This is an optimization exercise on Yosys and OpenROAD, whose aim is small area, not a production implementation.
At most, simulation tests tie the RTL to the original design; equivalence was not proved.
No activity file was given, so power comes from the tool's default toggle rates.

Setup of the reference run:
Design marlin_codec, start of the top module:
module marlin_codec (
    input  wire        clk,
    input  wire        rst,
    input  wire        rx_valid,
    input  wire [7:0]  rx_byte,
    output wire        rx_result,
    output reg  [3:0]  rx_status,
    output wire [1:0]  msg_kind,
    output wire [15:0] msg_addr,
    output wire [7:0]  msg_bytelen,
    input  wire [7:0]  msg_idx,
    output wire [15:0] msg_word,
    input  wire        tx_req_valid,
    output wire        tx_req_ready,
    input  wire [1:0]  tx_cmd,
    input  wire [15:0] tx_addr,
    input  wire [1:0]  tx_ptype,
    input  wire [31:0] tx_data,
    input  wire        tx_wide,
    input  wire        tx_signed,
    input  wire [8:0]  tx_text_len,
    output wire [7:0]  txt_idx,
    input  wire [7:0]  txt_byte,
    output wire        tx_out_valid,
    input  wire        tx_out_ready,
    output reg  [7:0]  tx_out_byte,
    output reg  [1:0]  tx_status
);
    localparam [7:0] H1     = 8'h5A;
    localparam [7:0] H2     = 8'hA5;
    localparam [7:0] OK0    = 8'h4F;
    localparam [7:0] OK1    = 8'h4B;
    localparam [3:0] ST_IDLE         = 4'd0;
    localparam [3:0] ST_ACCUM        = 4'd1;
    localparam [3:0] ST_NOISE        = 4'd2;
    localparam [3:0] ST_DROP_HEADER  = 4'd3;
    localparam [3:0] ST_DROP_LENGTH  = 4'd4;
    localparam [3:0] ST_ACK          = 4'd5;
    localparam [3:0] ST_DROP_FIELDS  = 4'd6;
    localparam [3:0] ST_DROP_COMMAND = 4'd7;
    localparam [3:0] ST_MSG          = 4'd8;
    localparam [1:0] CL_WRITE = 2'd0;    
    localparam [1:0] CL_RVAR  = 2'd1;
    localparam [1:0] CL_RREG  = 2'd2;
    localparam [1:0] CL_OTHER = 2'd3;
    localparam [1:0] TS_IDLE   = 2'd0;
  ...
For scale: about 1,600 cells after synthesis, about 600 flip-flops, roughly 0.025 mm² of cells after synthesis.
clock: 20.0 ns
lec_check: 0
cap_margin: 10
core_margin: 2
core_utilization: 62
place_density: 0.75
slew_margin: 10
synth_hierarchical: 1
standard.sh (not shown) runs the stock make flow with config.mk's settings and CLKGATE_MAP_FILE= SYNTH_SCRIPT=/design/flow/synth_recipe.tcl, a recipe that flattens the netlist after the stock synthesis.
==> flow/flow/run.sh <==
#!/bin/bash
# Standard ORFS layout with small port buffers and a clock tree without dummy loads.
set -euo pipefail
export BUFFER_PORTS_ARGS="-buffer_cell sky130_fd_sc_hd__buf_1"
export REMOVE_ABC_BUFFERS=1
export CTS_ARGS="-sink_clustering_enable -repair_clock_nets -dont_use_dummy_load -buf_list sky130_fd_sc_hd__clkbuf_16 -sink_clustering_size 30 -sink_clustering_max_diameter 80"
bash standard.sh > standard.log 2>&1
What the trial run does differently from the reference run at the input level:
--- a/flow/design.v
+++ b/flow/design.v
@@ -80,17 +80,18 @@
     wire is_ack = (rx_k == K_OFF5) && (rx_b4 == OK0) && (rx_byte == OK1);
     wire [5:0] widx = is_rvar ? {k_inc[0], k_inc[5:1]} : k_inc[5:0];
     wire       wen  = rx_valid && !rx_k[6];
     wire       len_wen = rx_valid && (rx_k == K_OFF2);
     wire [7:0] len_q   = store[0];
     wire [6:0] kend    = len_q[6:0] - 7'd4;     
+    wire [63:0] wr, keep;
+    marlin_wdec u_wdec (.a(widx), .en(wen), .en0(len_wen), .wr(wr), .keep(keep));
     integer m;
     always @(posedge clk) begin
         for (m = 0; m < 64; m = m + 1)
-            if ((wen && widx == m) || (len_wen && m == 0))
-                store[m] <= rx_byte;
+            store[m] <= (store[m] & {8{keep[m]}}) | (rx_byte & {8{wr[m]}});
         if (rx_valid) begin
             if (rx_k == K_OFF3) rx_cls  <= cls_in;
             if (rx_k == 7'd126) rx_b4   <= rx_byte;
             if (rx_k == K_OFF5) rx_b5   <= rx_byte;
         end
     end
@@ -294,16 +295,43 @@
                     .a0(d[8 * (3 * g) + b]),     .s0(sel[3 * g]),
                     .a1(d[8 * (3 * g + 1) + b]), .s1(sel[3 * g + 1]),
                     .a2(d[8 * (3 * g + 2) + b]), .s2(sel[3 * g + 2]),
                     .y(n[g]));
             end
             assign n[10] = ~((d[8 * 30 + b] & sel[30]) | (d[8 * 31 + b] & sel[31]));
-            assign y[b] = ~&n;
+            wire [2:0] o;
+            marlin_nand4 u_n0 (.a(n[3:0]),            .y(o[0]));
+            marlin_nand4 u_n1 (.a(n[7:4]),            .y(o[1]));
+            marlin_nand3 u_n2 (.a(n[10:8]),           .y(o[2]));
+            assign y[b] = |o;
         end
     endgenerate
 endmodule
 module marlin_aoi222 (
     input  wire a0, s0, a1, s1, a2, s2,
     output wire y
 );
     assign y = ~((a0 & s0) | (a1 & s1) | (a2 & s2));
 endmodule
+module marlin_wdec (
+    input  wire [5:0]  a,
+    input  wire        en,
+    input  wire        en0,
+    output reg  [63:0] wr,
+    output wire [63:0] keep
+);
+    integer i;
+    always @* for (i = 0; i < 64; i = i + 1) wr[i] = (en && (a == i)) || (en0 && i == 0);
+    assign keep = ~wr;
+endmodule
+module marlin_nand4 (
+    input  wire [3:0] a,
+    output wire       y
+);
+    assign y = ~&a;
+endmodule
+module marlin_nand3 (
+    input  wire [2:0] a,
+    output wire       y
+);
+    assign y = ~&a;
+endmodule
[summary]
- The number of cell instances on the worst register-to-register path of the trial run exceeds that of the reference run by 1.
- Comparing the trial run and the reference run, the higher effective utilization at floorplan is on the trial run.
- Comparing the trial run with the reference run, the xor and xnor area share after synthesis came out essentially unchanged.
- Synthesized-area fraction occupied by adder cells: the reference run vs the trial run, no meaningful difference
- Flip-flop and latch power (lower): the trial run
- Compared with the reference run, mean area per synthesized cell in the trial run decreased by more than a quarter.
- From the reference run to the trial run the numbers moved as follows: met2 usage went up by 7.2 points; transition time at the pin with the least slew margin went down by 76 ps.

* * *

## north
Another version of the RTL of marlin_codec (not shown whole).
Size: ~600 flip-flops, ~26,000 µm² of cells after synthesis.
export LEC_CHECK = 0
export CAP_MARGIN = 10
export CORE_MARGIN = 2
export CORE_UTILIZATION = 62
export PLACE_DENSITY = 0.75
export SLEW_MARGIN = 10
export SYNTH_HIERARCHICAL = 1
create_clock -name core_clock -period 20.0 [get_ports {clk}]
Scripts as last shown in full above: flow/flow/run.sh
north finished end to end and its layout was clean on timing, DRC and antenna.
[inputs] south vs north
--- a/flow/design.v
+++ b/flow/design.v
@@ -135,34 +135,35 @@
             end
         end
     end
     assign rx_result   = msg_on;
     assign msg_kind    = msg_on ? rx_cls : 2'd0;
     assign msg_addr    = !msg_on ? 16'h0000 : is_rvar ? {rx_b4, rx_b5} : {8'h00, rx_b4};
     assign msg_bytelen = msg_on ? bl : 8'h00;
     wire [8:0] idx_cmp = is_rvar ? {msg_idx, 1'b0} : {1'b0, msg_idx};
     wire       ent_on  = msg_on && (idx_cmp < {1'b0, bl});
+    reg [31:0] rsel;
+    integer r;
+    always @* for (r = 0; r < 32; r = r + 1) rsel[r] = ent_on && (msg_idx[4:0] == ((r + 31) % 32));
     wire rreg_hi = msg_idx[5] ^ (msg_idx[4:0] == 5'd31);
-    wire rd_lo   = ent_on && (is_rvar || !rreg_hi);
-    wire rd_hi   = ent_on && (is_rvar || rreg_hi);
     wire [255:0] st_lo, st_hi;
     genvar g;
     generate
         for (g = 0; g < 32; g = g + 1) begin : g_st
             assign st_lo[8 * g +: 8] = store[g];
             assign st_hi[8 * g +: 8] = store[32 + g];
         end
     endgenerate
     wire [7:0] lo32, hi32;
-    marlin_sel32 u_sel_lo (.d(st_lo), .a(msg_idx[4:0]), .en(rd_lo), .y(lo32));
-    marlin_sel32 u_sel_hi (.d(st_hi), .a(msg_idx[4:0]), .en(rd_hi), .y(hi32));
-    wire [7:0] w_hi    = {8{is_rvar}} & lo32;
-    wire [7:0] w_lo    = hi32 | ({8{!is_rvar}} & lo32);
+    marlin_sel32 u_sel_lo (.d(st_lo), .sel(rsel), .y(lo32));
+    marlin_sel32 u_sel_hi (.d(st_hi), .sel(rsel), .y(hi32));
+    wire [7:0] w_hi    = is_rvar ? lo32 : 8'h00;
+    wire [7:0] w_lo    = (is_rvar || rreg_hi) ? hi32 : lo32;
     assign msg_word    = {w_hi, w_lo};
     localparam [2:0] F_WREG0 = 3'd0;    
     localparam [2:0] F_WREG1 = 3'd1;    
     localparam [2:0] F_WVAR0 = 3'd2;    
     localparam [2:0] F_BYTE  = 3'd3;    
     localparam [2:0] F_SHORT = 3'd4;    
     localparam [2:0] F_LONG  = 3'd5;    
     localparam [2:0] F_TEXT  = 3'd6;    
     reg        tx_busy;
@@ -276,25 +277,21 @@
             end
         end else if (tx_out_ready && tx_last) begin
             tx_busy   <= 1'b0;
             tx_status <= TS_SENT;
         end
     end
 endmodule
 module marlin_sel32 (
     input  wire [255:0] d,
-    input  wire [4:0]   a,
-    input  wire         en,
+    input  wire [31:0]  sel,
     output wire [7:0]   y
 );
-    reg [31:0] sel;
-    integer r;
-    always @* for (r = 0; r < 32; r = r + 1) sel[r] = en && (a == ((r + 31) % 32));
     genvar b, g;
     generate
         for (b = 0; b < 8; b = b + 1) begin : g_bit
             wire [10:0] n;
             for (g = 0; g < 10; g = g + 1) begin : g_grp
                 marlin_aoi222 u_aoi (
                     .a0(d[8 * (3 * g) + b]),     .s0(sel[3 * g]),
                     .a1(d[8 * (3 * g + 1) + b]), .s1(sel[3 * g + 1]),
                     .a2(d[8 * (3 * g + 2) + b]), .s2(sel[3 * g + 2]),
### Flow results
south | stages: all done | timing, DRC, antenna: all pass. Having completed the whole flow, north delivered a layout that passed the timing, design-rule and antenna checks. Diff north -> south | post-synthesis area per instance | increase of about 1.4%. south vs. north: post-route fraction of the period consumed by the critical path went down 1.4 points, transition time at the pin with the least slew margin went down 0.031 ns, total power went up about 11%, wire length went down about 0.9%. Number of ordinary and repair buffers in the finished layout went up by more than 10% going from north to south. Half-perimeter wire length of the detailed placement result in south is 990 µm lower than in north. | design area | higher: north |. On share of the synthesized area in compound gates (AO/OA/AOI/OAI), the higher figure sits with north, not south.
For north, only the layout was checked, not whether the RTL still works.

-- static timing again, ports no longer ideal --
The results above use ideal ports. As a check the final layouts listed here were re-extracted and re-timed, cells and wires unchanged. Step 1: set_driving_cell puts a clkbuf_16 on clk and a buf_2 on each other input, an assumption about the parent block. Step 2, shift: input delay + t, output delay - t, t = (earliest + latest rising clock arrival at the registers) / 2. This alone moves slack from input paths to output paths. Three values: ideal, step 1, step 2; two values: the first two.
| run | shift t [ns] | slack for setup (ns) | hold WS [ns] | worst setup path at the end | worst data-port slew with drivers (ns) |
|---|---|---|---|---|---|
| the reference run | 0.632 | 7.517 / 7.489 / 7.489 | 0.482 / 0.482 / 0.482 | input to output | 0.05 |
| the trial run | 0.649 | 7.666 / 7.639 / 7.639 | 0.472 / 0.472 / 0.472 | input to output | 0.06 |
| north | 0.661 | 6.929 / 6.904 / 6.904 | 0.470 / 0.470 / 0.470 | input to output | 0.07 |
| south | 0.645 | 7.207 / 7.165 / 7.165 | 0.482 / 0.482 / 0.482 | input to output | 0.06 |
After both steps setup and hold are still met in every run listed. For south, which loses most, drivers alone change the setup slack by -0.042 ns; drivers and shift together by -0.042 ns.
